From an optimization exercise on the open Yosys and OpenROAD flow, aimed at small area, a short achievable clock period and few clock cycles; shortcuts taken in it are not production practice.
Function was not checked in any run shown here: the RTL went through the layout flow alone.
Power figures rest on the tool's default switching activity, not on a simulated workload.

`design/flow/config.mk`:
```
export PLATFORM = sky130hd
export DESIGN_NAME = dbc3_comp
export DESIGN_NICKNAME = dbc3_comp
export VERILOG_FILES = /design/flow/design.v
export SDC_FILE = /design/flow/constraint.sdc
export NUM_CORES = 4
export LEC_CHECK = 0
export CAP_MARGIN = 20
export CORE_MARGIN = 2
export CORE_UTILIZATION = 40
export PLACE_DENSITY = 0.6
export SLEW_MARGIN = 20
```
`design/flow/constraint.sdc`:
```
create_clock -name core_clock -period 8.0 [get_ports {clk}]
set_input_delay 1.6000 -clock core_clock [delete_from_list [all_inputs] [get_ports {clk}]]
set_output_delay 1.6000 -clock core_clock [all_outputs]
set_load 0.01 [all_outputs]
```
`design/flow/design.v`:
```
module dbc3_comp (
    input  wire        clk,
    input  wire        rst,
    input  wire        cfg_we,
    input  wire [5:0]  cfg_addr,
    input  wire [15:0] cfg_data,
    input  wire        start,
    output wire        ready,
    output reg         done,
    output reg  [1:0]  prio_oor,
    output wire        mem_req,
    output wire [2:0]  mem_layer,
    output wire [17:0] mem_addr,
    input  wire        mem_gnt,
    input  wire [7:0]  mem_rdata,
    output wire        fb_valid,
    input  wire        fb_ready,
    output wire [8:0]  fb_x,
    output wire [8:0]  fb_y,
    output wire [15:0] fb_data
);
    localparam RB = 3;                
    localparam NR = 1 << RB;
    reg [8:0]  scroll     [0:15];    
    reg [15:0] pal_base   [0:7];
    reg [7:0]  pal_mask   [0:7];
    reg [7:0]  trans_pen  [0:7];
    reg [7:0]  trans_mask [0:7];
    reg [7:0]  layer_en;
    reg [7:0]  priority0, priority1;
    reg [15:0] bg_color;
    reg [8:0]  fb_w_m1, fb_h_m1;
    always @(posedge clk) begin
        if (cfg_we) begin
            case (cfg_addr[5:3])
                3'd0, 3'd1: scroll[cfg_addr[3:0]] <= cfg_data[8:0];
                3'd2: pal_base[cfg_addr[2:0]]   <= cfg_data;
                3'd3: pal_mask[cfg_addr[2:0]]   <= cfg_data[7:0];
                3'd4: trans_pen[cfg_addr[2:0]]  <= cfg_data[7:0];
                3'd5: trans_mask[cfg_addr[2:0]] <= cfg_data[7:0];
                3'd6: begin
                    case (cfg_addr[2:0])
                        3'd0: layer_en  <= cfg_data[7:0];
                        3'd1: priority0 <= cfg_data[7:0];
                        3'd2: priority1 <= cfg_data[7:0];
                        3'd3: bg_color  <= cfg_data;
                        3'd4: fb_w_m1   <= cfg_data[8:0];
                        3'd5: fb_h_m1   <= cfg_data[8:0];
                        default: ;
                    endcase
                end
                default: ;
            endcase
        end
    end
    function [7:0] pri_row;       
        input [4:0] p;
        begin
            case (p)
                5'd0:  pri_row = {2'd3, 2'd2, 2'd1, 2'd0};
                5'd1:  pri_row = {2'd2, 2'd3, 2'd1, 2'd0};
                5'd2:  pri_row = {2'd3, 2'd1, 2'd2, 2'd0};
                5'd3:  pri_row = {2'd1, 2'd3, 2'd2, 2'd0};
                5'd4:  pri_row = {2'd2, 2'd1, 2'd3, 2'd0};
                5'd5:  pri_row = {2'd1, 2'd2, 2'd3, 2'd0};
                5'd6:  pri_row = {2'd3, 2'd2, 2'd0, 2'd1};
                5'd7:  pri_row = {2'd2, 2'd3, 2'd0, 2'd1};
                5'd8:  pri_row = {2'd3, 2'd0, 2'd2, 2'd1};
                5'd9:  pri_row = {2'd0, 2'd3, 2'd2, 2'd1};
                5'd10: pri_row = {2'd2, 2'd0, 2'd3, 2'd1};
                5'd11: pri_row = {2'd0, 2'd2, 2'd3, 2'd1};
                5'd12: pri_row = {2'd3, 2'd1, 2'd0, 2'd2};
                5'd13: pri_row = {2'd1, 2'd3, 2'd0, 2'd2};
                5'd14: pri_row = {2'd3, 2'd0, 2'd1, 2'd2};
                5'd15: pri_row = {2'd0, 2'd3, 2'd1, 2'd2};
                5'd16: pri_row = {2'd1, 2'd0, 2'd3, 2'd2};
                5'd17: pri_row = {2'd0, 2'd1, 2'd3, 2'd2};
                5'd18: pri_row = {2'd2, 2'd1, 2'd0, 2'd3};
                5'd19: pri_row = {2'd1, 2'd2, 2'd0, 2'd3};
                5'd20: pri_row = {2'd2, 2'd0, 2'd1, 2'd3};
                5'd21: pri_row = {2'd0, 2'd2, 2'd1, 2'd3};
                5'd22: pri_row = {2'd1, 2'd0, 2'd2, 2'd3};
                default: pri_row = {2'd0, 2'd1, 2'd2, 2'd3};
            endcase
        end
    endfunction
    wire oor0 = priority0 > 8'd23;
    wire oor1 = priority1 > 8'd23;
    reg        running;           
    reg        building;          
    reg        go;                
    reg        list_ok;           
    reg [2:0]  bpos;              
    reg [3:0]  ncnt;              
    reg [2:0]  list [0:7];
    reg [8:0]  sx0, sy0;          
    assign ready = !running;
    wire       b_grp  = ~bpos[2];
    wire [7:0] b_row  = b_grp ? pri_row(oor1 ? 5'd0 : priority1[4:0])
                              : pri_row(oor0 ? 5'd0 : priority0[4:0]);
    wire [1:0] b_sub  = b_row >> {bpos[1:0], 1'b0};
    wire [2:0] b_lay  = {b_grp, b_sub};
    wire [2:0] nm1    = ncnt[2:0] - 3'd1;
    wire       any_en = (ncnt != 4'd0);
    reg [8:0]    cx, cy;
    reg [RB-1:0] ctag;
    reg          call;            
    reg          vi;
    reg [8:0]    xi, yi;
    reg [RB-1:0] ti;
    reg [2:0]    ji, li;
    reg [17:0]   ai;
    reg          vd, gd;
    reg [8:0]    xd, yd;
    reg [RB-1:0] td;
    reg [2:0]    jd, ld;
    assign mem_req   = vi;
    assign mem_layer = li;
    assign mem_addr  = ai;
    reg [NR-1:0] busy, fin;
    reg [11:0]   rob [0:NR-1];
    reg [RB-1:0] otag;
    wire       vis   = ((mem_rdata & trans_mask[ld]) != trans_pen[ld]) && any_en;
    wire       last  = (jd == nm1);
    wire       dfin  = vd && gd && (vis || last);
    wire       free  = !vd || dfin;
    wire       claim = free && go && !call && !busy[ctag];
    wire [2:0] jn    = gd ? jd + 3'd1 : jd;
    wire [2:0] ln    = list[jn];
    wire [8:0] cax   = xd + scroll[{ln[2], 1'b0, ln[1:0]}];
    wire [8:0] cay   = yd + scroll[{ln[2], 1'b1, ln[1:0]}];
    reg        fbv;
    reg [15:0] fbd;
    reg [8:0]  ox, oy;
    assign fb_valid = fbv;
    assign fb_data  = fbd;
    assign fb_x     = ox;
    assign fb_y     = oy;
    wire [11:0] head  = rob[otag];
    wire        xfer  = fbv && fb_ready;
    wire        load  = fin[otag] && (!fbv || fb_ready);
    wire        lastp = (ox == fb_w_m1) && (oy == fb_h_m1);
    always @(posedge clk) begin
        if (cfg_we)
            list_ok <= 1'b0;
        if (rst) begin
            running <= 1'b0;
            building <= 1'b0;
            go      <= 1'b0;
            list_ok <= 1'b0;
            done    <= 1'b0;
            vi      <= 1'b0;
            vd      <= 1'b0;
            fbv     <= 1'b0;
            busy    <= {NR{1'b0}};
            fin     <= {NR{1'b0}};
        end else begin
            done <= 1'b0;
            if (!running) begin
                if (start) begin
                    running  <= 1'b1;
                    prio_oor <= {oor1, oor0};
                    building <= !list_ok;
                    go       <= list_ok;
                    bpos     <= 3'd0;
                    if (!list_ok)
                        ncnt <= 4'd0;
                    cx       <= 9'd0;
                    cy       <= 9'd0;
                    ctag     <= {RB{1'b0}};
                    call     <= 1'b0;
                    otag     <= {RB{1'b0}};
                    ox       <= 9'd0;
                    oy       <= 9'd0;
                end
            end
            if (building) begin
                if (layer_en[b_lay]) begin
                    list[ncnt[2:0]] <= b_lay;
                    ncnt <= ncnt + 4'd1;
                    if (ncnt == 4'd0) begin
                        sx0 <= scroll[{b_grp, 1'b0, b_sub}];
                        sy0 <= scroll[{b_grp, 1'b1, b_sub}];
                    end
                end
                bpos <= bpos + 3'd1;
                if (bpos == 3'd7) begin
                    building <= 1'b0;
                    list_ok  <= 1'b1;
                    go       <= 1'b1;
                end
            end
            vd <= vi;
            gd <= mem_gnt;
            xd <= xi;
            yd <= yi;
            td <= ti;
            jd <= ji;
            ld <= li;
            if (free) begin
                vi <= claim;
                xi <= cx;
                yi <= cy;
                ti <= ctag;
                ji <= 3'd0;
                li <= list[0];
                ai <= {cy + sy0, cx + sx0};
            end else begin
                vi <= 1'b1;
                xi <= xd;
                yi <= yd;
                ti <= td;
                ji <= jn;
                li <= ln;
                ai <= {cay, cax};
            end
            if (dfin) begin
                rob[td] <= {vis, ld, mem_rdata};
                fin[td] <= 1'b1;
            end
            if (claim) begin
                busy[ctag] <= 1'b1;
                ctag <= ctag + 1'b1;
                if (cx == fb_w_m1) begin
                    cx <= 9'd0;
                    cy <= cy + 9'd1;
                    if (cy == fb_h_m1)
                        call <= 1'b1;
                end else begin
                    cx <= cx + 9'd1;
                end
            end
            if (xfer) begin
                if (ox == fb_w_m1) begin
                    ox <= 9'd0;
                    oy <= oy + 9'd1;
                end else begin
                    ox <= ox + 9'd1;
                end
            end
            if (load) begin
                fbv <= 1'b1;
                fbd <= head[11] ? ({8'd0, head[7:0] & pal_mask[head[10:8]]} | pal_base[head[10:8]])
                                : bg_color;
                busy[otag] <= 1'b0;
                fin[otag]  <= 1'b0;
                otag <= otag + 1'b1;
            end else if (xfer) begin
                fbv <= 1'b0;
            end
            if (xfer && lastp) begin
                done    <= 1'b1;
                running <= 1'b0;
                go      <= 1'b0;
            end
        end
    end
endmodule
```
`design/flow/run.sh`:
```
#!/bin/bash
# synth_recipe.tcl (not shown) runs the flow's synth.tcl, then flattens the netlist and writes it again
# the make line also repeats each setting of config.mk as NAME=value (left out here)
make -C /OpenROAD-flow-scripts/flow DESIGN_CONFIG=/design/flow/config.mk WORK_HOME=/design/flow/orfs CLKGATE_MAP_FILE= SYNTH_SCRIPT=/design/flow/synth_recipe.tcl finish
```
==> flow_summary_export.csv, run 1 <==
group,metric,value,unit
status,status,"complete, no violations",
cts,cts_hold_buf,0,
yosys,synth_enable_flop_cells,801,
detailed_routing,drcViolationCount,0,
sta,worst_slew_pin_slew,1.12,ns
cts,cts_tree,"done",
placed_design,portBuffers,96,
layout,layout.nets,2896,
detailed_routing,initialDrtViolationCount,2021,
sta,slew_headroom,25.1,%
sta,hold_viol,0,
detailed_routing,num_vias,22500,
global_route,overflow,0,
yosys,ys_seq_elements,831,
setup_path,critPathRequiredTime,8.49,ns
layout,final_util,46.2,%
cts,post_cts_resized,0,
sta,holdWs,0.411,ns
global_route,grt_pass1_vias,22400,
sta,fin_crit_sh,72.7,%
sta,rsz0062_at_grt,"no",
cts,clock_path_buffers,3,
layout,drive_above_1_share,13.1,%
setup_path,r2r_setup_slack,2.18,ns
sta,clock_skew,0.0388,ns
die,num_rows,112,
sta,drv_slew,0,
sta,min_period,5.82,ns
global_route,grt_use_total,19.0,%
yosys,yosys_warnings,1,
cts,root_buffer,"clkbuf_16",
yosys,yosysUniqueCellTypes,89,
yosys,netlist_instances,2663,
sta,max_freq,172,MHz
cts,clk_latency,0.67,ns
power,leakagePower,14.6,nW
global_route,antenna_found_initial,8,
die,ios,97,
cts,cts_setup_buffers,0,
yosys,seq_area_frac_synth,66.0,%
yosys,muxShareOfSynthArea,8.29,%
yosys,syn_avg_cell_area,14.0,um2
detailed_routing,routed_wl,91.0,mm
global_route,grt_pass1_wl,137,mm
setup_path,crit_fanout,46,
power,power_density,237,nW/um2
die,initial_core_util,40.2,%
cts,clk_pin_slew,0.06,ns
hold_path,hold_class,"flop to flop",
die,core_area,92900,um2
setup_path,cp-end-kind,"flop",
placed_design,gp_congestion,0.832,
placed_design,place_area,39800,um2
cts,cts.sinks,831,
sta,finalSetupTns,0,ns
yosys,synth-simple-area-share,8.37,%
die,die_area,95800,um2
yosys,synth_fa_ha_area_share,2.69,%
yosys,synthFlopType,"edfxtp_1",
cts,cts_buffers,88,
layout,fillCellCount,7936,
yosys,synth_area,37300,um2
power,irDropWorstVdd,0.000157,V
detailed_routing,route.detailed.wl_per_inst,22.1,um
die,die_w,310,um
run,cap_violations,0,
sta,timing.final.ws_setup,2.18,ns
setup_path,worstSetupPathType,"flop to flop",
die,die_y,310,um
detailed_routing,ant_nets,0,
global_route,grt_max_degree,81,
placed_design,dp_slack,1.88,ns
layout,syn_to_final_growth,15.1,%
yosys,ys_async_sr_fraction,0,%
placed_design,dpl.hpwl,56.6,mm
layout,fin_area,43000,um2
yosys,synth_top_family_by_area,"compound AO/OA/AOI/OAI gates",
setup_path,critPathLaunchType,"flop",
cts,cts.htree.levels,3,
setup_path,critical_path_arrival,6.31,ns
yosys,synth-compound-area-share,9.67,%
yosys,synth.net_count,2777,
detailed_routing,vias_per_cell,5.47,
yosys,synth-xor-area-share,2.27,%
detailed_routing,dr.pass1.iters,5,
sta,finalSetupViolCount,0,
## worst max-delay path: stages, from the launching register on
cell	delay, ns
edfxtp_1	0.47
ha_1	0.33
mux2i_1	0.59
mux4_2	0.39
mux2_2	0.82
nand2_1	0.14
nand3_1	0.12
o21ai_0	0.09
o21ai_0	0.44
ha_1	0.27
inv_1	0.07
fa_1	0.43
inv_1	0.07
a21oi_1	0.05
o21ai_0	0.35
a21oi_1	0.12
o21bai_1	0.23
a21o_1	0.15
a21oi_1	0.08
xnor3_1	0.33
mux2i_1	0.15
## cells by family (layout without fill, tap and decap cells)
logic type	after synthesis	in the layout
AOI/OAI and AO/OA	562	562
and+or+nand+nor	660	660
other	0	1
muxes	219	219
xor gates and xnor gates	93	93
adders and majority gates	78	78
buffers and inverters	220	412
DFF	831	831
## cells in the mapped netlist, types with 17 or more instances
library cell	instances	share of area, %
edfxtp_1	801	64
nand2_1	268	2.7
a21oi_1	175	2.3
a211oi_1	143	2.9
nor2_1	119	1.2
mux2i_1	112	3.0
nand3_1	87	1.2
inv_1	84	0.84
o21ai_0	82	1.1
ha_1	74	2.5
mux4_2	68	4.1
clkbuf_1	67	0.67
xnor2_1	50	1.2
nor2b_1	43	0.72
xor2_1	40	0.94
mux2_2	38	1.1
buf_2	37	0.50
dfxtp_1	30	1.6
nand2b_1	28	0.47
nor3_1	23	0.31
o21ai_1	23	0.31
a31oi_1	19	0.32
and2_1	18	0.30
a21o_1	17	0.34
o211ai_1	17	0.34
## registers in the layout (all words and copies together), names as in the netlist, 9 cells and up, named ones only
signal,cells
sy0,9
ox,9
xd,9
trans_pen,64
list,24
yi,9
ai,18
cy,9
oy,9
yd,9
rob,96
scroll,144
xi,9
pal_mask,64
pal_base,128
sx0,9
bg_color,16
fbd,16
fb_w_m1,9
cx,9
trans_mask,64
fb_h_m1,9
## routing by layer
metal	global-route usage, %	share of wire (%)	vias up
li1	-	-	10400
met1	25.9	44	11200
met2	31.9	48	707
met3	2.95	5.8	140
met4	4.96	2.2	6
met5	0	0.041	-
## where the power goes
group	switching [mW]	internal [mW]	total, mW
sequential	0.0645	4.84	4.91
combinational	0.559	0.358	0.917
clock	1.72	2.64	4.37
total	2.35	7.85	10.2
## path summary, 6_finish.rpt
kind | from | to | depth (start not counted)
hold / removal | ti[0] | td[0] | 0
setup / recovery | jd[0] | ai[17] | 20
setup reg to reg | jd[0] | ai[17] | 20
hold reg to reg | ti[0] | td[0] | 0
## area by class of cell
| class | instances | area [um2] | share of cell area [%] |
|---|---|---|---|
| diodes | 1 | 2.50 | 0.00582 |
| clock inverters | 50 | 743 | 1.73 |
| clock buffers | 113 | 2390 | 5.56 |
| repair buffers | 164 | 1440 | 3.35 |
| multi-input cells | 1612 | 11800 | 27.6 |
| inverters | 85 | 322 | 0.748 |
| flip-flops and latches | 831 | 24700 | 57.4 |
| well taps | 1254 | 1570 | 3.65 |
## metrics by stage
stage / total power, mW / std cells
global route: 10.5 / 4110
global placement: 5.90 / 3942
finish: 10.2 / 4110
CTS: 10.3 / 4107
floorplan: 5.60 / 2663
detailed placement: 5.92 / 3944
## cell usage in the layout, fill, tap and decap left out, types with 18 or more instances in the layout
cell             count
xor2_1              40
mux4_2              68
nor3_1              23
nor2b_1             43
a211oi_1           143
mux2i_1            105
nand3_1             87
xnor2_1             50
buf_4               66
mux2_2              38
ha_1                74
edfxtp_1           801
clkbuf_16           90
nor2_1             112
o21ai_0             82
and2_1              18
nand2b_1            28
a21oi_1            175
clkbuf_1            18
o21ai_1             23
nand2_1            268
a31oi_1             19
clkdlybuf4s50_1     86
dfxtp_1             29
inv_1               83
==> run 2: changes to the inputs <==
--- a/design/flow/design.v
+++ b/design/flow/design.v
@@ -110,3 +110,3 @@
     reg [RB-1:0] ti;
-    reg [2:0]    ji, li;
+    reg [2:0]    ji, li, ni;      
     reg [17:0]   ai;
@@ -115,3 +115,5 @@
     reg [RB-1:0] td;
-    reg [2:0]    jd, ld;
+    reg [2:0]    jd, ld, nd;
+    reg [17:0]   ad;              
+    reg [17:0]   cd;              
     assign mem_req   = vi;
@@ -119,2 +121,5 @@
     assign mem_addr  = ai;
+    wire [2:0] sl    = building ? b_lay : ni;
+    wire [8:0] ssx   = scroll[{sl[2], 1'b0, sl[1:0]}];
+    wire [8:0] ssy   = scroll[{sl[2], 1'b1, sl[1:0]}];
     reg [NR-1:0] busy, fin;
@@ -127,6 +132,3 @@
     wire       claim = free && go && !call && !busy[ctag];
-    wire [2:0] jn    = gd ? jd + 3'd1 : jd;
-    wire [2:0] ln    = list[jn];
-    wire [8:0] cax   = xd + scroll[{ln[2], 1'b0, ln[1:0]}];
-    wire [8:0] cay   = yd + scroll[{ln[2], 1'b1, ln[1:0]}];
+    wire [2:0] jd2   = jd + 3'd2;
     reg        fbv;
@@ -181,4 +183,4 @@
                     if (ncnt == 4'd0) begin
-                        sx0 <= scroll[{b_grp, 1'b0, b_sub}];
-                        sy0 <= scroll[{b_grp, 1'b1, b_sub}];
+                        sx0 <= ssx;
+                        sy0 <= ssy;
                     end
@@ -199,2 +201,5 @@
             ld <= li;
+            nd <= ni;
+            ad <= ai;
+            cd <= {yi + ssy, xi + ssx};
             if (free) begin
@@ -206,3 +211,13 @@
                 li <= list[0];
+                ni <= list[1];
                 ai <= {cy + sy0, cx + sx0};
+            end else if (gd) begin
+                vi <= 1'b1;
+                xi <= xd;
+                yi <= yd;
+                ti <= td;
+                ji <= jd + 3'd1;
+                li <= nd;
+                ni <= list[jd2];
+                ai <= cd;
             end else begin
@@ -212,5 +227,6 @@
                 ti <= td;
-                ji <= jn;
-                li <= ln;
-                ai <= {cay, cax};
+                ji <= jd;
+                li <= ld;
+                ni <= nd;
+                ai <= ad;
             end
--- a/design/flow/config.mk
+++ b/design/flow/config.mk
@@ -7,2 +7,3 @@
 export LEC_CHECK = 0
+export ABC_CLOCK_PERIOD_IN_PS = 3000
 export CAP_MARGIN = 20
==> run 2 against run 1 <==
  * Clock skew is 0.013 ns lower
  * Via count is 4.9% lower
  * Worst setup slack worse by 1.1 ns
  * Sequential share of layout area is 3.3 points higher
  * Clock-buffer cell count is 5 lower
  * Combinational power is 26% lower
  * Total power is 2.9% lower
  * Area after synthesis is 0.40% higher
  * Register-to-register slack worse by 1.1 ns
  * Wire length is 2.2% lower
  * Critical path depth is 1 higher
  * Critical endpoint is now cd[17]
==> flow_summary_export.csv, run 2 <==
group,metric,value,unit
sta,holdWs,0.415,ns
die,num_rows,112,
global_route,met3_usage,3.16,%
yosys,synthFlopType,"edfxtp_1",
setup_path,worst_path_max_delay_cell,"a31oi_4",
yosys,synth.net_count,2562,
detailed_routing,num_vias,21400,
global_route,grt_use_total,18.4,%
detailed_routing,drcViolationCount,0,
power,p_seq_share,52.5,%
sta,drv_slew,0,
layout,final_cell_mix,"edfxtp_1, nand2_1, a211oi_1",
detailed_routing,vias_per_cell,5.50,
cts,cts_tree,"done",
cts,root_buffer,"clkbuf_16",
layout,final_util,45.9,%
sta,max_freq,145,MHz
global_route,grt_pass1_wl,133,mm
setup_path,critPathLaunchType,"flop",
sta,slew_headroom,22.1,%
detailed_routing,route.detailed.wl_per_inst,22.9,um
layout,final_cell_count_no_fill,3894,
placed_design,dpl.hpwl,55.5,mm
cts,cts_hold_buf,0,
yosys,yosys_warnings,1,
yosys,netlist_instances,2448,
cts,cts_setup_buffers,0,
power,power_density,232,nW/um2
hold_path,hold_class,"flop to flop",
detailed_routing,ant_nets,0,
yosys,ys_seq_elements,873,
setup_path,crit_fanout,17,
placed_design,placed_cells,3726,
yosys,ys_async_sr_fraction,0,%
layout,fin_area,42700,um2
power,irDropWorstVdd,0.000178,V
setup_path,cp-end-kind,"flop",
yosys,seq_area_frac_synth,69.1,%
setup_path,crit_buf_inv,2,
layout,antennaDiodeCount,0,
yosys,synth_area,37500,um2
sta,fin_crit_sh,86.2,%
die,ios,97,
yosys,synth_enable_flop_cells,843,
placed_design,place_area,39900,um2
setup_path,critical_path_arrival,7.29,ns
layout,syn_to_final_growth,14.0,%
global_route,met2_usage,30.3,%
setup_path,worstSetupPathType,"flop to flop",
setup_path,crit_family,"compound AO/OA/AOI/OAI gates",
status,status,"complete, no violations",
sta,min_period,6.89,ns
layout,fillCellCount,8054,
power,clock_power_share,40.7,%
die,die_y,310,um
sta,hold_viol,0,
layout,largest_reg_flops,144,
global_route,antenna_found_initial,3,
cts,clock_path_buffers,3,
layout,drive_above_1_share,13.1,%
sta,clock_skew,0.0257,ns
global_route,busiest_layer,"met2",
yosys,synth_area_leaders,"edfxtp_1, mux4_2, a211oi_1, ha_1, dfxtp_1",
sta,finalSetupViolCount,0,
yosys,yosysMostFrequentCell,"edfxtp_1",
power,leakagePower,14.2,nW
cts,cts_buffers,92,
cts,clk_latency,0.66,ns
setup_path,max_stage_delay,0.88,ns
die,initial_core_util,40.3,%
power,p_sw,2.25,mW
yosys,synth_common_cells,"edfxtp_1, nand2_1, a211oi_1",
die,die_area,96200,um2
cts,post_cts_resized,0,
setup_path,critPathRequiredTime,8.40,ns
cts,clk_pin_slew,0.07,ns
power,pwr-share-comb,6.8,%
yosys,syn_avg_cell_area,15.3,um2
global_route,grt_max_degree,81,
sta,rsz0062_at_grt,"no",
sta,finalSetupTns,0,ns
global_route,use_met1,25.1,%
power,p_sw_share,22.8,%
detailed_routing,routed_wl,89.0,mm
die,core_area,93000,um2
yosys,yosysUniqueCellTypes,100,
yosys,yosys.area.top_type,"edfxtp_1",
placed_design,portBuffers,96,
die,die_w,310,um
cts,cts.sinks,873,
power,intPower,7.65,mW
detailed_routing,initialDrtViolationCount,1971,
setup_path,crit_chain,"a2111oi_2 -> and2_1 -> inv_1 -> ha_1 -> mux2_1 -> a221oi_1 -> o2111ai_1 -> a31oi_4 -> buf_4 -> mux4_2 -> mux2_2 -> ha_1 -> nand2_1 -> nor2_1 -> a211oi_1 -> o21ai_0 -> a21o_1 -> a21o_1 -> a21oi_1 -> xor2_1 -> xnor2_1",
sta,worst_slew_pin_slew,1.17,ns
layout,layout.nets,2682,
yosys,synth_top_area_share,67.5,%
run,cap_violations,0,
placed_design,gp_congestion,0.902,
detailed_routing,dr.pass1.iters,7,
layout,final_common_cell,"edfxtp_1",
global_route,overflow,0,
global_route,grt_pass1_vias,21200,
cts,cts.htree.levels,3,
-- run 2: final cells by class --
class,instances,area (um2),area share [%]
Clock buffer,108,2400,5.63
Clock inverter,58,439,1.03
Inverter,92,350,0.820
Multi-Input combinational cell,1369,10800,25.3
Sequential cell,873,25900,60.6
Tap cell,1254,1570,3.67
Timing Repair Buffer,140,1250,2.92
-- run 2: kinds of logic after synthesis --
group / Yosys count / synth area share, %
xor gates and xnor gates: 96 / 2.24
and+or+nand+nor: 504 / 6.76
DFF: 873 / 69.1
AOI/OAI and AO/OA: 510 / 9.29
buffers and inverters: 206 / 2.28
adders and majority gates: 78 / 2.68
muxes: 181 / 7.64
-- run 2: stage by stage --
stage | setup slack, ns | power [mW]
floorplan | 2.20 | 5.70
global placement | 1.38 | 5.95
detailed placement | 1.16 | 5.97
CTS | 1.12 | 10.0
global route | 0.599 | 10.2
finish | 1.11 | 9.90
-- run 2: path summary, 6_finish.rpt --
path	start	endpoint	slack [ns]	cells after the start
min reg2reg	ji[0]	jd[0]	0.41	0
max reg2reg	priority1[3]	cd[17]	1.11	21
min	ji[0]	jd[0]	0.41	0
max	priority1[3]	cd[17]	1.11	21
-- run 2: layer usage --
| metal | vias to the layer above | wire (um) |
|---|---|---|
| li1 | 9809 | - |
| met1 | 10700 | 39000 |
| met2 | 712 | 42400 |
| met3 | 147 | 5420 |
| met4 | 2 | 2170 |
| met5 | - | 12 |
-- run 2: power by group through the flow --
stage	Clock, mW	Sequential, mW	Combinational [mW]
2_1_floorplan	0	5.26	0.433
5_1_grt	4.29	5.21	0.741
4_1_cts	4.12	5.20	0.678
6_report	4.03	5.20	0.674
3_5_place_dp	0	5.29	0.675
3_3_place_gp	0	5.29	0.662
==> run 3: changes to the inputs <==
--- a/design/flow/config.mk
+++ b/design/flow/config.mk
@@ -7,3 +7,2 @@
 export LEC_CHECK = 0
-export ABC_CLOCK_PERIOD_IN_PS = 3000
 export CAP_MARGIN = 20
==> run 3 against run 2 <==
  * Still clean on timing, DRC and antenna
  * Sequential share of layout area unchanged
  * Hold slack unchanged
  * Design area unchanged
  * Largest cell class unchanged
  * Largest power group unchanged
  * Highest routed layer unchanged
==> flow_summary_export.csv, run 3 <==
group,metric,value,unit
layout,syn_to_final_growth,14.0,%
cts,post_cts_resized,0,
cts,clk_latency,0.66,ns
die,die_y,310,um
yosys,ys_seq_elements,873,
global_route,antenna_found_initial,3,
layout,final_cell_count_no_fill,3894,
placed_design,dp_slack,1.16,ns
placed_design,portBuffers,96,
status,status,"complete, no violations",
global_route,grt_max_degree,81,
setup_path,worst_path_max_delay_cell,"a31oi_4",
setup_path,critPathLaunchType,"flop",
run,cap_violations,0,
detailed_routing,num_vias,21400,
placed_design,dpl.hpwl,55.5,mm
layout,fillCellCount,8054,
yosys,synthFlopType,"edfxtp_1",
cts,cts_setup_buffers,0,
die,initial_core_util,40.3,%
detailed_routing,ant_nets,0,
global_route,grt_pass1_vias,21200,
global_route,busiest_layer,"met2",
die,ios,97,
sta,timing.final.ws_setup,1.11,ns
setup_path,max_stage_delay,0.88,ns
detailed_routing,route.detailed.wl_per_inst,22.9,um
layout,multiInputGateArea,10800,um2
cts,root_buffer,"clkbuf_16",
yosys,synth_top_area_share,67.5,%
cts,cts.sinks,873,
setup_path,cp-end-kind,"flop",
layout,final_common_cell,"edfxtp_1",
detailed_routing,routed_wl,89.0,mm
cts,clk_pin_slew,0.07,ns
setup_path,critical_path_arrival,7.29,ns
yosys,synth_area,37500,um2
setup_path,worstSetupPathType,"flop to flop",
detailed_routing,initialDrtViolationCount,1971,
cts,clock_path_buffers,3,
detailed_routing,vias_per_cell,5.50,
cts,cts_tree,"done",
power,power_density,232,nW/um2
yosys,yosysMostFrequentCell,"edfxtp_1",
sta,worst_slew_pin_slew,1.17,ns
layout,drive_above_1_share,13.1,%
power,irDropWorstVdd,0.000178,V
hold_path,hold_class,"flop to flop",
yosys,yosysUniqueCellTypes,100,
detailed_routing,drcViolationCount,0,
power,leakagePower,14.2,nW
layout,final_cell_mix,"edfxtp_1, nand2_1, a211oi_1",
yosys,synth_area_leaders,"edfxtp_1, mux4_2, a211oi_1, ha_1, dfxtp_1",
sta,rsz0062_at_grt,"no",
yosys,ys_async_sr_fraction,0,%
sta,clock_skew,0.0257,ns
sta,max_freq,145,MHz
yosys,synth.net_count,2562,
sta,min_period,6.89,ns
placed_design,gp_congestion,0.902,
cts,cts_hold_buf,0,
detailed_routing,dr.pass1.iters,7,
sta,hold_viol,0,
global_route,grt_pass1_wl,133,mm
placed_design,placed_cells,3726,
power,finalPower,9.90,mW
sta,drv_slew,0,
setup_path,crit_family,"compound AO/OA/AOI/OAI gates",
die,num_rows,112,
layout,seq_area,25900,um2
sta,finalSetupViolCount,0,
global_route,overflow,0,
cts,cts.htree.levels,3,
sta,finalSetupTns,0,ns
yosys,netlist_instances,2448,
global_route,met2_usage,30.3,%
setup_path,crit_buf_inv,2,
yosys,yosys.area.top_type,"edfxtp_1",
sta,slew_headroom,22.1,%
yosys,synth_common_cells,"edfxtp_1, nand2_1, a211oi_1",
setup_path,critPathRequiredTime,8.40,ns
yosys,seq_area_frac_synth,69.1,%
yosys,yosys_warnings,1,
yosys,syn_avg_cell_area,15.3,um2
layout,layout.nets,2682,
die,die_area,96200,um2
global_route,grt_use_total,18.4,%
cts,cts_buffers,92,
global_route,met3_usage,3.16,%
yosys,synth_enable_flop_cells,843,
layout,antennaDiodeCount,0,
setup_path,crit_fanout,17,
sta,fin_crit_sh,86.2,%
setup_path,crit_chain,"a2111oi_2 -> and2_1 -> inv_1 -> ha_1 -> mux2_1 -> a221oi_1 -> o2111ai_1 -> a31oi_4 -> buf_4 -> mux4_2 -> mux2_2 -> ha_1 -> nand2_1 -> nor2_1 -> a211oi_1 -> o21ai_0 -> a21o_1 -> a21o_1 -> a21oi_1 -> xor2_1 -> xnor2_1",
layout,largest_reg_flops,144,
global_route,use_met1,25.1,%
die,core_area,93000,um2
die,die_w,310,um
[run 3: logic make-up (layout without fill, tap and decap cells)]
family	Yosys count	in the layout	synth area share (%)
adders and majority gates	78	78	2.68
DFF	873	873	69.1
muxes	181	181	7.64
AOI/OAI and AO/OA	510	510	9.29
buffers and inverters	206	398	2.28
and+or+nand+nor	504	504	6.76
xor gates and xnor gates	96	96	2.24
[run 3: per-layer routing]
metal | wire length (um) | up-vias
met2 | 42400 | 712
met4 | 2170 | 2
li1 | - | 9809
met1 | 39000 | 10700
met3 | 5420 | 147
met5 | 12 | -
[run 3: path summary, 6_finish.rpt]
path,from,end,slack [ns],cells after the start
max,priority1[3],cd[17],1.11,21
min,ji[0],jd[0],0.41,0
max reg2reg,priority1[3],cd[17],1.11,21
min reg2reg,ji[0],jd[0],0.41,0
[run 3: power breakdown]
part	total, mW	switching, mW	internal (mW)	leakage (nW)
registers	5.20	0.0747	5.12	7.96
clock network	4.03	1.77	2.26	1.39
logic	0.674	0.409	0.266	4.82
[run 3: layout make-up]
type                       count  share of cell area (%)
clock buffer                 108                    5.63
clock inverter                58                    1.03
sequential                   873                    60.6
tap                         1254                    3.67
multi-input combinational   1369                    25.3
inverter                      92                   0.820
timing repair buffer         140                    2.92
[run 3: through the flow]
step,utilization [%],area [um2],hold WS [ns]
after global routing,45.9,42700,0.420
after CTS,45.9,42700,0.416
after global placement,42.9,39900,0.405
after floorplan,-,37500,0.400
final,45.9,42700,0.415
after detailed placement,42.9,39900,0.410
==> run 4: changes to the inputs <==
--- a/design/flow/design.v
+++ b/design/flow/design.v
@@ -22,3 +22,3 @@
     localparam RB = 3;                
-    localparam NR = 1 << RB;
+    localparam NR = 8;                
     reg [8:0]  scroll     [0:15];    
@@ -92,3 +92,4 @@
     reg        list_ok;           
-    reg [2:0]  bpos;              
+    reg [3:0]  bpos;              
+    reg        bfirst;            
     reg [3:0]  ncnt;              
@@ -98,2 +99,3 @@
     wire       b_grp  = ~bpos[2];
+    wire       b_en   = layer_en[b_lay] && !bpos[3];
     wire [7:0] b_row  = b_grp ? pri_row(oor1 ? 5'd0 : priority1[4:0])
@@ -107,3 +109,3 @@
     reg          call;            
-    reg          vi;
+    reg          vi, qi;          
     reg [8:0]    xi, yi;
@@ -112,3 +114,3 @@
     reg [17:0]   ai;
-    reg          vd, gd;
+    reg          vd, qd, gd;
     reg [8:0]    xd, yd;
@@ -116,10 +118,8 @@
     reg [2:0]    jd, ld, nd;
-    reg [17:0]   ad;              
     reg [17:0]   cd;              
-    assign mem_req   = vi;
+    assign mem_req   = vi && qi;
     assign mem_layer = li;
     assign mem_addr  = ai;
-    wire [2:0] sl    = building ? b_lay : ni;
-    wire [8:0] ssx   = scroll[{sl[2], 1'b0, sl[1:0]}];
-    wire [8:0] ssy   = scroll[{sl[2], 1'b1, sl[1:0]}];
+    wire [8:0] ssx   = scroll[{ni[2], 1'b0, ni[1:0]}];
+    wire [8:0] ssy   = scroll[{ni[2], 1'b1, ni[1:0]}];
     reg [NR-1:0] busy, fin;
@@ -129,3 +129,3 @@
     wire       last  = (jd == nm1);
-    wire       dfin  = vd && gd && (vis || last);
+    wire       dfin  = vd && qd && gd && (vis || last);
     wire       free  = !vd || dfin;
@@ -142,3 +142,3 @@
     wire        xfer  = fbv && fb_ready;
-    wire        load  = fin[otag] && (!fbv || fb_ready);
+    wire        load  = running && fin[otag] && (!fbv || fb_ready);
     wire        lastp = (ox == fb_w_m1) && (oy == fb_h_m1);
@@ -166,3 +166,3 @@
                     go       <= list_ok;
-                    bpos     <= 3'd0;
+                    bpos     <= 4'd0;
                     if (!list_ok)
@@ -178,13 +178,14 @@
             end
+            bfirst <= building && b_en && (ncnt == 4'd0);
+            if (bfirst) begin
+                sx0 <= ssx;
+                sy0 <= ssy;
+            end
             if (building) begin
-                if (layer_en[b_lay]) begin
+                if (b_en) begin
                     list[ncnt[2:0]] <= b_lay;
                     ncnt <= ncnt + 4'd1;
-                    if (ncnt == 4'd0) begin
-                        sx0 <= ssx;
-                        sy0 <= ssy;
-                    end
-                end
-                bpos <= bpos + 3'd1;
-                if (bpos == 3'd7) begin
+                end
+                bpos <= bpos + 4'd1;
+                if (bpos[3]) begin
                     building <= 1'b0;
@@ -194,40 +195,7 @@
             end
+            if (free)
+                vi <= claim;
+            else
+                vi <= 1'b1;
             vd <= vi;
-            gd <= mem_gnt;
-            xd <= xi;
-            yd <= yi;
-            td <= ti;
-            jd <= ji;
-            ld <= li;
-            nd <= ni;
-            ad <= ai;
-            cd <= {yi + ssy, xi + ssx};
-            if (free) begin
-                vi <= claim;
-                xi <= cx;
-                yi <= cy;
-                ti <= ctag;
-                ji <= 3'd0;
-                li <= list[0];
-                ni <= list[1];
-                ai <= {cy + sy0, cx + sx0};
-            end else if (gd) begin
-                vi <= 1'b1;
-                xi <= xd;
-                yi <= yd;
-                ti <= td;
-                ji <= jd + 3'd1;
-                li <= nd;
-                ni <= list[jd2];
-                ai <= cd;
-            end else begin
-                vi <= 1'b1;
-                xi <= xd;
-                yi <= yd;
-                ti <= td;
-                ji <= jd;
-                li <= ld;
-                ni <= nd;
-                ai <= ad;
-            end
             if (dfin) begin
@@ -238,3 +206,3 @@
                 busy[ctag] <= 1'b1;
-                ctag <= ctag + 1'b1;
+                ctag <= (ctag == NR - 1) ? {RB{1'b0}} : ctag + 1'b1;
                 if (cx == fb_w_m1) begin
@@ -262,3 +230,3 @@
                 fin[otag]  <= 1'b0;
-                otag <= otag + 1'b1;
+                otag <= (otag == NR - 1) ? {RB{1'b0}} : otag + 1'b1;
             end else if (xfer) begin
@@ -273,2 +241,41 @@
     end
+    always @(posedge clk) begin
+        gd <= mem_gnt;
+        xd <= xi;
+        yd <= yi;
+        td <= ti;
+        jd <= ji;
+        ld <= li;
+        nd <= ni;
+        cd <= {yi + ssy, xi + ssx};
+        qd <= qi;
+        if (free) begin
+            qi <= 1'b1;
+            xi <= cx;
+            yi <= cy;
+            ti <= ctag;
+            ji <= 3'd0;
+            li <= list[0];
+            ni <= building ? b_lay : list[1];
+            ai <= {cy + sy0, cx + sx0};
+        end else if (gd || !qd) begin
+            qi <= 1'b1;
+            xi <= xd;
+            yi <= yd;
+            ti <= td;
+            ji <= jd + 3'd1;
+            li <= nd;
+            ni <= list[jd2];
+            ai <= cd;
+        end else begin
+            qi <= 1'b0;
+            xi <= xd;
+            yi <= yd;
+            ti <= td;
+            ji <= jd - 3'd1;
+            li <= nd;
+            ni <= ld;
+            ai <= cd;
+        end
+    end
 endmodule
--- a/design/flow/config.mk
+++ b/design/flow/config.mk
@@ -11,2 +11,3 @@
 export PLACE_DENSITY = 0.6
+export SETUP_SLACK_MARGIN = 4.0
 export SLEW_MARGIN = 20
==> run 4 against run 3 <==
  * Still clean
  * Non-clock buffer count up 49
  * Core utilization up 1.6 points
  * Clock power is 8.9% higher
  * Area after synthesis shrank 5.1%
  * Sequential cell count down 17
  * Clock skew up 0.0019 ns
  * Design area down 1.8%
  * Worst setup slack improved by 2.9 ns
  * Die area is 5.0% lower
  * Synthesized cell count fell by 1.1%
  * Maximum frequency up 71%
  * Critical endpoint is now list[1][0]
  * Largest cell class unchanged
==> flow_summary_export.csv, run 4 <==
group,metric,value,unit
yosys,seq_area_frac_synth,68.7,%
detailed_routing,routed_wl,85.1,mm
yosys,yosys_warnings,1,
placed_design,dpl.hpwl,52.2,mm
cts,cts_hold_buf,0,
die,die_w,302,um
sta,rsz0062_at_grt,"yes",
setup_path,crit_family,"simple AND/OR/NAND/NOR gates",
sta,finalSetupViolCount,0,
global_route,antenna_found_initial,7,
layout,final_cell_mix,"edfxtp_1, a21oi_1, nand2_1",
setup_path,critPathLaunchType,"flop",
setup_path,critical_path_arrival,4.35,ns
cts,cts_tree,"done",
layout,drive_above_1_share,17.7,%
sta,worst_slew_pin_slew,1.15,ns
layout,largest_reg_flops,144,
status,status,"complete, no violations",
global_route,overflow,0,
detailed_routing,route.detailed.wl_per_inst,22.1,um
yosys,netlist_instances,2422,
setup_path,crit_buf_inv,5,
yosys,synth_common_cells,"edfxtp_1, a21oi_1, nand2_1",
setup_path,ff2ff_path_depth,18,
sta,fin_crit_sh,50.4,%
layout,layout.nets,2714,
die,die_area,91400,um2
detailed_routing,drcViolationCount,0,
power,irDropWorstVdd,0.000163,V
yosys,yosys.area.top_type,"edfxtp_1",
power,leakagePower,14.3,nW
cts,clk_pin_slew,0.06,ns
sta,hold_viol,0,
global_route,grt_use_total,18.7,%
setup_path,critPathRequiredTime,8.32,ns
sta,max_freq,248,MHz
setup_path,cp-end-kind,"flop",
hold_path,hold_class,"flop to flop",
placed_design,placed_cells,3625,
setup_path,r2r_setup_slack,3.97,ns
cts,clock_path_buffers,3,
yosys,synth_area_leaders,"edfxtp_1, dfxtp_1, mux4_2, a21oi_1, a211oi_1",
sta,finalSetupTns,0,ns
layout,syn_to_final_growth,17.9,%
sta,drv_slew,0,
sta,slew_headroom,23.3,%
detailed_routing,ant_nets,0,
setup_path,worstSetupPathType,"flop to flop",
setup_path,endpoint,"list[1][0]",
setup_path,timing.rr.end,"list[1][0]",
yosys,synth.net_count,2536,
yosys,synthFlopType,"edfxtp_1",
detailed_routing,dr.pass1.iters,6,
setup_path,worst_path_max_delay_cell,"or3_4",
placed_design,portBuffers,96,
detailed_routing,num_vias,20900,
cts,cts_buffers,91,
die,num_rows,109,
global_route,grt_pass1_wl,128,mm
power,power_density,240,nW/um2
placed_design,gp_congestion,0.817,
yosys,yosysMostFrequentCell,"edfxtp_1",
cts,root_buffer,"clkbuf_16",
cts,cts.htree.levels,3,
hold_path,hold_depth,0,
setup_path,crit_fanout,4,
yosys,ys_seq_elements,856,
run,cap_violations,0,
cts,cts.sinks,856,
yosys,synth_enable_flop_cells,730,
global_route,grt_max_degree,81,
layout,final_cell_count_no_fill,3843,
layout,antennaDiodeCount,0,
layout,final_common_cell,"edfxtp_1",
yosys,synth_area,35600,um2
die,ios,97,
sta,clock_skew,0.0277,ns
setup_path,crit_start,"priority0[7]",
setup_path,cp.depth,18,
setup_path,worstReg2RegStart,"priority0[7]",
detailed_routing,vias_per_cell,5.45,
yosys,yosysUniqueCellTypes,78,
sta,min_period,4.03,ns
yosys,synth_top_area_share,61.6,%
die,core_area,88200,um2
yosys,syn_avg_cell_area,14.7,um2
setup_path,max_stage_delay,0.42,ns
detailed_routing,initialDrtViolationCount,1786,
die,die_y,302,um
cts,clk_latency,0.65,ns
die,initial_core_util,40.3,%
yosys,ys_async_sr_fraction,0,%
setup_path,crit_chain,"or3_4 -> a21oi_4 -> buf_6 -> buf_6 -> and2_4 -> inv_4 -> ha_4 -> and3_4 -> o21ai_2 -> o221ai_2 -> a211oi_2 -> a311oi_2 -> buf_4 -> inv_8 -> a2111o_1 -> nand4_1 -> or3_4 -> nor3_4",
global_route,grt_pass1_vias,21100,
==> run 4: repair_timing <==
action                                  in CTS  in global routing
gates resized for setup                     70                 31
buffers inserted                            35                 10
pin swaps                                   34                 19
gates cloned                                 1                  0
endpoints found under the setup margin     223                200
==> run 4: power by group <==
| part | switching, mW | internal [mW] | leakage (nW) |
|---|---|---|---|
| registers | 0.0752 | 4.95 | 7.66 |
| clock network | 1.78 | 2.61 | 1.57 |
| logic | 0.372 | 0.266 | 5.03 |
==> run 4: final cells by class <==
type	count	area [um2]
Clock buffer	103	2450
Clock inverter	68	736
Fill cell	7465	46300
Inverter	88	343
Multi-Input combinational cell	1374	10800
Sequential cell	856	24500
Tap cell	1165	1460
Timing Repair Buffer	189	1700
==> run 4: logic make-up after synthesis <==
kind of cell,after synthesis,share of synthesized area [%]
simple gates,533,7.14
compound gates,511,9.16
mux,155,7.52
xor+xnor,96,2.44
flops,856,68.7
fa+ha+maj,78,2.85
buf+inv,193,2.22
==> run 4: worst min-delay path by stage <==
stage | startpoint | to | slack, ns
6_report | ti[1] | td[1] | 0.33
5_1_grt | ji[2] | jd[2] | 0.33
4_1_cts | ji[0] | jd[0] | 0.33
3_5_place_dp | ji[0] | jd[0] | 0.31
3_3_place_gp | ji[0] | jd[0] | 0.31
2_1_floorplan | ji[0] | jd[0] | 0.31
==> run 4: metal layers <==
metal	track usage [%]	wire length, um
met1	24.8	36800
met2	31.2	41200
met5	0	79
met3	3.69	4720
met4	5.56	2240
==> run 4: stage by stage <==
step	total power [mW]	area (um2)	util (%)	worst slack, ns	hold slack (ns)
6_report	10.1	42000	47.6	3.97	0.327
5_1_grt	10.4	42000	47.6	3.76	0.331
4_1_cts	10.2	41900	47.4	3.95	0.326
3_5_place_dp	5.75	38100	43.2	2.36	0.312
3_3_place_gp	5.73	38100	43.2	2.52	0.311
2_1_floorplan	5.48	35800	-	3.83	0.310
==> run 5: changes to the inputs <==
--- a/design/flow/config.mk
+++ b/design/flow/config.mk
@@ -11,3 +11,2 @@
 export PLACE_DENSITY = 0.6
-export SETUP_SLACK_MARGIN = 4.0
 export SLEW_MARGIN = 20
==> run 5 against run 4 <==
  * Largest cell class unchanged
  * Still clean
  * Maximum frequency shrank 26%
  * Combinational power shrank 3.6%
  * Highest routed layer unchanged
  * Sequential cell count is the same
  * Critical endpoint is now list[0][1]
  * Core utilization shrank 0.98 points
==> flow_summary_export.csv, run 5 <==
group,metric,value,unit
status,status,"complete, no violations",
yosys,synth-compound-area-share,9.16,%
cts,cts.htree.levels,3,
detailed_routing,dr.pass1.iters,5,
detailed_routing,route.detailed.wl_per_inst,21.9,um
layout,drive_above_1_share,14.0,%
detailed_routing,drcViolationCount,0,
cts,clk_pin_slew,0.06,ns
cts,root_buffer,"clkbuf_16",
hold_path,worstHoldEndpoint,"td[1]",
setup_path,critical_path_arrival,5.66,ns
sta,hold_viol,0,
global_route,grt_use_total,18.3,%
setup_path,cp-end-kind,"flop",
layout,final_common_cell,"edfxtp_1",
yosys,synth_common_cells,"edfxtp_1, a21oi_1, nand2_1",
sta,rsz0062_at_grt,"no",
detailed_routing,vias_per_cell,5.39,
die,num_rows,109,
layout,layout.nets,2673,
yosys,ys_seq_elements,856,
sta,worst_slew_pin_slew,1.07,ns
setup_path,critPathLaunchType,"flop",
yosys,ys_async_sr_fraction,0,%
cts,cts.sinks,856,
yosys,muxShareOfSynthArea,7.52,%
hold_path,hold_depth,0,
power,finalPower,9.91,mW
run,cap_violations,0,
hold_path,hold_class,"flop to flop",
setup_path,max_stage_delay,0.55,ns
global_route,grt_max_degree,89,
sta,max_freq,184,MHz
setup_path,crit_fanout,11,
hold_path,hold_start,"ti[1]",
yosys,synthFlopType,"edfxtp_1",
sta,slew_headroom,28.4,%
setup_path,ff2ff_path_depth,15,
detailed_routing,num_vias,20500,
die,die_area,91400,um2
detailed_routing,ant_nets,0,
die,core_area,88200,um2
setup_path,path_common_cell,"or3_1",
setup_path,r2r_setup_slack,2.58,ns
power,irDropWorstVdd,0.000193,V
layout,final_cell_mix,"edfxtp_1, a21oi_1, nand2_1",
yosys,synth_area_leaders,"edfxtp_1, dfxtp_1, mux4_2, a21oi_1, a211oi_1",
yosys,synth.net_count,2536,
setup_path,worst_path_max_delay_cell,"or3_1",
layout,fillCellCount,7589,
power,power_density,241,nW/um2
placed_design,portBuffers,96,
setup_path,worstSetupPathType,"flop to flop",
cts,cts_hold_buf,0,
yosys,synth_top_area_share,61.6,%
setup_path,worstReg2RegStart,"priority0[6]",
setup_path,timing.rr.end,"list[0][1]",
cts,cts_setup_buffers,0,
placed_design,dpl.hpwl,51.9,mm
die,ios,97,
yosys,netlist_instances,2422,
yosys,synth-simple-area-share,7.14,%
sta,fin_crit_sh,67.8,%
yosys,yosys_warnings,1,
sta,finalSetupTns,0,ns
placed_design,placed_cells,3632,
global_route,grt_pass1_vias,21000,
cts,clk_latency,0.65,ns
setup_path,crit_chain,"or3_1 -> a21oi_1 -> nand2_1 -> ha_1 -> nor4bb_1 -> nor4_1 -> o22ai_1 -> nand3_1 -> a211o_1 -> and3_2 -> inv_2 -> a311o_1 -> nand4_1 -> or3_1 -> nor3_1",
setup_path,critPathRequiredTime,8.24,ns
sta,clock_skew,0.0618,ns
yosys,seq_area_frac_synth,68.7,%
cts,cts_tree,"done",
power,leakagePower,13.9,nW
die,initial_core_util,40.3,%
yosys,syn_avg_cell_area,14.7,um2
layout,largest_reg_flops,144,
die,die_y,302,um
yosys,synth_enable_flop_cells,730,
cts,cts_buffers,89,
yosys,synth-xor-area-share,2.44,%
yosys,synth_top_family_by_area,"compound AO/OA/AOI/OAI gates",
detailed_routing,initialDrtViolationCount,1727,
sta,finalSetupViolCount,0,
global_route,antenna_found_initial,10,
global_route,overflow,0,
yosys,yosys.area.top_type,"edfxtp_1",
cts,clock_path_buffers,3,
yosys,yosysMostFrequentCell,"edfxtp_1",
layout,syn_to_final_growth,15.5,%
yosys,synth_fa_ha_area_share,2.85,%
placed_design,gp_congestion,0.818,
cts,post_cts_resized,0,
layout,final_cell_count_no_fill,3800,
yosys,yosysUniqueCellTypes,78,
sta,min_period,5.42,ns
sta,drv_slew,0,
yosys,synth_area,35600,um2
detailed_routing,routed_wl,83.2,mm
die,die_w,302,um
global_route,grt_pass1_wl,126,mm
-- run 5: changes by cell type in the layout (fill, tap and decap cells not counted), moves of 5 or more --
cell             previous run  this run
buf_12                      6         0
buf_2                      12         7
buf_4                      78        57
buf_6                       9         0
clkbuf_1                    3        10
clkdlybuf4s50_1            79        87
ha_1                       68        73
nor2_1                    133       141
nor2_4                     10         0
-- run 5: final cells by class --
cell class,count,area [um2],share of cell area (%)
Timing Repair Buffer,151,1330,3.24
Inverter,88,330,0.803
Tap cell,1165,1460,3.55
Multi-Input combinational cell,1373,10500,25.4
Antenna cell,1,2.50,0.00609
Clock buffer,105,2370,5.76
Clock inverter,61,707,1.72
Sequential cell,856,24400,59.5
-- run 5: per-layer routing --
| metal | track usage (%) | wire, um |
|---|---|---|
| met5 | 0 | 57 |
| met4 | 5.17 | 1840 |
| met3 | 2.97 | 4300 |
| met2 | 31.1 | 40300 |
| met1 | 24.5 | 36700 |
-- run 5: power by group --
group | switching [mW] | internal [mW] | leakage [nW]
Sequential | 0.0747 | 4.95 | 7.66
Combinational | 0.359 | 0.256 | 4.72
Clock | 1.74 | 2.53 | 1.50
Total | 2.17 | 7.74 | 13.9
-- run 5: metrics by stage --
step / hold slack, ns / utilization, % / area, um2 / setup WS [ns]
after CTS: 0.317 / 46.6 / 41100 / 2.61
final: 0.319 / 46.6 / 41100 / 2.58
after floorplan: 0.310 / - / 35600 / 3.00
after detailed placement: 0.312 / 43.1 / 38000 / 2.24
after global placement: 0.313 / 43.1 / 38000 / 2.21
after global routing: 0.315 / 46.6 / 41100 / 2.19
-- run 5: kinds of logic (layout without fill, tap and decap cells) --
family / count (synthesis) / in the layout
flops: 856 / 856
simple gates: 533 / 533
compound gates: 511 / 511
buf+inv: 193 / 405
mux: 155 / 155
xor+xnor: 96 / 96
fa+ha+maj: 78 / 78
other cells: 0 / 1
-- run 5: worst max-delay path by stage --
stage                     cells after the start  slack (ns)         end    startpoint
after global placement                        9        2.21       cx[5]  mem_rdata[4]
after global routing                         16        2.19  list[0][1]  priority0[6]
after detailed placement                     11        2.24       cy[1]  mem_rdata[4]
final                                        15        2.58  list[0][1]  priority0[6]
after CTS                                    15        2.61  list[0][1]  priority0[6]
after floorplan                               9        3.00   rob[2][0]  mem_rdata[3]
-- run 5: worst max-delay path, delay by kind of cell (launching register included) --
kind,cells,cell delay (ns)
flip-flops,1,0.40
adder cells (fa/ha/maj),1,0.31
AND/OR/NAND/NOR,9,2.99
buffers and inverters,1,0.14
AO/OA/AOI/OAI,4,1.21
==> run 6: changes to the inputs <==
--- a/design/flow/design.v
+++ b/design/flow/design.v
@@ -22,3 +22,3 @@
     localparam RB = 3;                
-    localparam NR = 8;                
+    localparam NR = 5;                
     reg [8:0]  scroll     [0:15];    
@@ -29,3 +29,4 @@
     reg [7:0]  layer_en;
-    reg [7:0]  priority0, priority1;
+    reg [4:0]  pri0, pri1;           
+    reg        oor0, oor1;           
     reg [15:0] bg_color;
@@ -43,4 +44,10 @@
                         3'd0: layer_en  <= cfg_data[7:0];
-                        3'd1: priority0 <= cfg_data[7:0];
-                        3'd2: priority1 <= cfg_data[7:0];
+                        3'd1: begin
+                            oor0 <= cfg_data[7:0] > 8'd23;
+                            pri0 <= (cfg_data[7:0] > 8'd23) ? 5'd0 : cfg_data[4:0];
+                        end
+                        3'd2: begin
+                            oor1 <= cfg_data[7:0] > 8'd23;
+                            pri1 <= (cfg_data[7:0] > 8'd23) ? 5'd0 : cfg_data[4:0];
+                        end
                         3'd3: bg_color  <= cfg_data;
@@ -86,4 +93,2 @@
     endfunction
-    wire oor0 = priority0 > 8'd23;
-    wire oor1 = priority1 > 8'd23;
     reg        running;           
@@ -94,2 +99,4 @@
     reg        bfirst;            
+    reg [2:0]  bl;                
+    reg        bv;                
     reg [3:0]  ncnt;              
@@ -99,5 +106,4 @@
     wire       b_grp  = ~bpos[2];
-    wire       b_en   = layer_en[b_lay] && !bpos[3];
-    wire [7:0] b_row  = b_grp ? pri_row(oor1 ? 5'd0 : priority1[4:0])
-                              : pri_row(oor0 ? 5'd0 : priority0[4:0]);
+    wire       b_en   = layer_en[bl] && bv;
+    wire [7:0] b_row  = b_grp ? pri_row(pri1) : pri_row(pri0);
     wire [1:0] b_sub  = b_row >> {bpos[1:0], 1'b0};
@@ -150,2 +156,3 @@
             building <= 1'b0;
+            bv      <= 1'b0;
             go      <= 1'b0;
@@ -178,3 +185,5 @@
             end
-            bfirst <= building && b_en && (ncnt == 4'd0);
+            bl  <= b_lay;
+            bv  <= building && !bpos[3];
+            bfirst <= b_en && (ncnt == 4'd0);
             if (bfirst) begin
@@ -183,9 +192,9 @@
             end
+            if (b_en) begin
+                list[ncnt[2:0]] <= bl;
+                ncnt <= ncnt + 4'd1;
+            end
             if (building) begin
-                if (b_en) begin
-                    list[ncnt[2:0]] <= b_lay;
-                    ncnt <= ncnt + 4'd1;
-                end
                 bpos <= bpos + 4'd1;
-                if (bpos[3]) begin
+                if (bpos == 4'd9) begin
                     building <= 1'b0;
@@ -258,3 +267,3 @@
             li <= list[0];
-            ni <= building ? b_lay : list[1];
+            ni <= building ? bl : list[1];
             ai <= {cy + sy0, cx + sx0};
--- a/design/flow/config.mk
+++ b/design/flow/config.mk
@@ -11,2 +11,3 @@
 export PLACE_DENSITY = 0.6
+export SETUP_SLACK_MARGIN = 5.0
 export SLEW_MARGIN = 20
==> run 6 against run 5 <==
  * Hold slack worse by 0.010 ns
  * Maximum frequency grew 74%
  * Via count decreased by 7.0%
  * Clock-buffer cell count is 5 higher
  * Clock skew shrank 0.024 ns
  * Non-clock buffer count grew 130
  * Sequential share of layout area down 2.8 points
  * Critical path depth down 10
  * Combinational power up 1%
  * Register-to-register slack improved by 2.3 ns
  * Critical path type is now primary input to flop
  * Critical endpoint is now scroll[8][2]
  * Largest cell class unchanged
==> flow_summary_export.csv, run 6 <==
group,metric,value,unit
placed_design,portBuffers,96,
cts,root_buffer,"clkbuf_16",
setup_path,endpoint,"scroll[8][2]",
setup_path,crit_start,"cfg_we",
layout,final_common_cell,"edfxtp_1",
global_route,grt_pass1_vias,19300,
yosys,synth-xor-area-share,2.81,%
cts,clk_latency,0.66,ns
layout,layout.nets,2467,
power,power_density,228,nW/um2
yosys,yosysMostFrequentCell,"edfxtp_1",
sta,min_period,3.12,ns
yosys,syn_avg_cell_area,16.3,um2
sta,finalSetupTns,0,ns
status,status,"complete, no violations",
sta,fin_crit_sh,39.0,%
sta,clock_skew,0.0381,ns
yosys,synth_area,33400,um2
yosys,yosysUniqueCellTypes,62,
detailed_routing,route.detailed.wl_per_inst,24.0,um
yosys,synth_enable_flop_cells,693,
setup_path,r2r_setup_slack,4.88,ns
setup_path,cp.depth,5,
cts,clock_path_buffers,3,
placed_design,dp_slack,2.96,ns
global_route,grt_use_total,19.4,%
yosys,synth_top_family_by_area,"multiplexers",
layout,largest_reg_flops,144,
detailed_routing,num_vias,19000,
sta,hold_viol,0,
yosys,synth_top_area_share,62.3,%
layout,final_cell_mix,"edfxtp_1, dfxtp_1, buf_4",
placed_design,placed_cells,3188,
yosys,synth.net_count,2165,
yosys,synthFlopType,"edfxtp_1",
yosys,ys_async_sr_fraction,0,%
cts,cts.sinks,830,
detailed_routing,routed_wl,84.2,mm
sta,drv_slew,0,
detailed_routing,vias_per_cell,5.43,
hold_path,hold_class,"flop to flop",
run,cap_violations,0,
yosys,yosys.area.top_type,"edfxtp_1",
setup_path,worstReg2RegStart,"ld[0]",
setup_path,critical_path_arrival,3.40,ns
sta,timing.final.ws_setup,4.88,ns
global_route,antenna_found_initial,7,
power,leakagePower,14.2,nW
yosys,synth-simple-area-share,5.31,%
global_route,grt_pass1_wl,123,mm
setup_path,crit_fanout,9,
sta,finalSetupViolCount,0,
setup_path,max_stage_delay,0.65,ns
power,irDropWorstVdd,0.000184,V
setup_path,ff2ff_path_depth,10,
die,die_area,85900,um2
yosys,muxShareOfSynthArea,10.9,%
die,num_rows,106,
sta,max_freq,320,MHz
global_route,grt_max_degree,61,
yosys,yosys_warnings,1,
global_route,overflow,0,
detailed_routing,initialDrtViolationCount,1595,
placed_design,dpl.hpwl,49.8,mm
setup_path,critPathLaunchType,"primary input",
setup_path,cp-end-kind,"flop",
detailed_routing,drcViolationCount,0,
die,die_w,293,um
setup_path,worst_path_max_delay_cell,"nor2_2",
cts,cts_tree,"done",
layout,drive_above_1_share,29.7,%
sta,worst_slew_pin_slew,1.17,ns
setup_path,critPathRequiredTime,8.28,ns
yosys,synth_area_leaders,"edfxtp_1, dfxtp_1, mux4_2, ha_1, mux2_2",
detailed_routing,ant_nets,0,
die,ios,97,
yosys,netlist_instances,2052,
layout,final_cell_count_no_fill,3506,
die,core_area,83200,um2
setup_path,crit_family,"simple AND/OR/NAND/NOR gates",
cts,cts.htree.levels,3,
detailed_routing,dr.pass1.iters,7,
yosys,synth_common_cells,"edfxtp_1, dfxtp_1, nor2_1",
sta,slew_headroom,21.7,%
setup_path,crit_buf_inv,2,
yosys,synth-compound-area-share,5.77,%
setup_path,crit_chain,"buf_2 -> inv_1 -> nor2_1 -> nand2_1 -> nor2_2",
cts,clk_pin_slew,0.06,ns
yosys,ys_seq_elements,830,
layout,final_util,50.1,%
setup_path,timing.rr.end,"ai[13]",
sta,holdWs,0.309,ns
layout,syn_to_final_growth,24.6,%
yosys,synth_fa_ha_area_share,2.99,%
placed_design,gp_congestion,0.830,
setup_path,worstSetupPathType,"primary input to flop",
sta,rsz0062_at_grt,"yes",
yosys,seq_area_frac_synth,70.5,%
die,initial_core_util,40.2,%
die,die_y,293,um
cts,cts_buffers,86,
## run 6: through the flow
step | power, mW | area, um2
3_5_place_dp | 5.45 | 36100
5_1_grt | 9.80 | 41600
4_1_cts | 9.55 | 40900
6_report | 9.51 | 41600
2_1_floorplan | 5.21 | 34000
3_3_place_gp | 5.43 | 36200
## run 6: cells by family (layout without fill, tap and decap cells)
| logic type | after synthesis | in the layout |
|---|---|---|
| buf+inv | 133 | 503 |
| simple gates | 374 | 377 |
| other cells | 0 | 1 |
| compound gates | 310 | 310 |
| xor+xnor | 104 | 104 |
| fa+ha+maj | 77 | 77 |
| mux | 224 | 224 |
| flops | 830 | 830 |
## run 6: worst min path at each step
stage	startpoint	end	cells past startpoint
floorplan	ji[0]	jd[0]	0
global placement	ji[0]	jd[0]	0
detailed placement	ti[0]	td[0]	0
CTS	ti[1]	td[1]	0
global route	ti[1]	td[1]	0
finish	ti[1]	td[1]	0
## run 6: final cells by class
| type | instances | area, um2 |
|---|---|---|
| diodes | 1 | 2.50 |
| clock inverters | 49 | 524 |
| repair buffers | 281 | 2960 |
| well taps | 1080 | 1350 |
| flip-flops and latches | 830 | 23600 |
| fillers | 6759 | 41500 |
| multi-input cells | 1092 | 10600 |
| repair inverters | 1 | 7.51 |
| inverters | 62 | 246 |
| clock buffers | 110 | 2330 |
## run 6: power breakdown
part,internal [mW],switching (mW),total [mW]
Clock,2.38,1.67,4.06
Sequential,4.77,0.0624,4.83
Combinational,0.279,0.345,0.624
Total,7.43,2.08,9.51
## run 6: what timing repair did
item	in CTS	in global routing
setup buffers	112	29
gates cloned	14	3
hold buffers	0	0
gates resized for setup	297	109
endpoints found under the setup margin	730	460
pin swaps	41	54
## run 6: routing by layer
metal / wire [um] / share of wire, % / GRT usage [%]
met1: 35900 / 43 / 25.7
met2: 41100 / 49 / 32.1
met3: 5180 / 6.1 / 3.96
met4: 2010 / 2.4 / 6.67
met5: 41 / 0.049 / 0

what the ideal ports hide:
How much do the figures lean on ideal ports? The routed layouts below were timed once more, with nothing changed but the port constraints. Step 1, drivers: a clkbuf_16 drives clk and a buf_2 each remaining input, both assumed. Step 2, shift: input delay + t, output delay - t, t = (earliest + latest rising clock arrival at the registers) / 2. This alone moves slack from input paths to output paths. a / b / c = ideal ports / drivers / drivers and shift; a / b = the first two.
run	t, ns	slack for setup (ns)	worst setup path at the end	latest minus earliest clock arrival (ns)	pins driven straight from the clock port
run 1	0.708	2.183 / 2.183 / 1.958	input to register	0.039 / 0.039	1
run 2	0.714	1.108 / 1.108 / 1.108	register to register	0.026 / 0.026	1
run 3	0.714	1.108 / 1.108 / 1.108	register to register	0.026 / 0.026	1
run 4	0.698	3.971 / 3.971 / 3.431	input to register	0.028 / 0.028	1
run 5	0.688	2.577 / 2.577 / 2.217	input to register	0.062 / 0.062	1
run 6	0.701	4.880 / 4.841 / 4.140	input to register	0.039 / 0.038	1
After both steps every run listed still meets setup and hold. For run 6, which loses most, drivers alone change the setup slack by -0.039 ns; drivers and shift together by -0.740 ns.
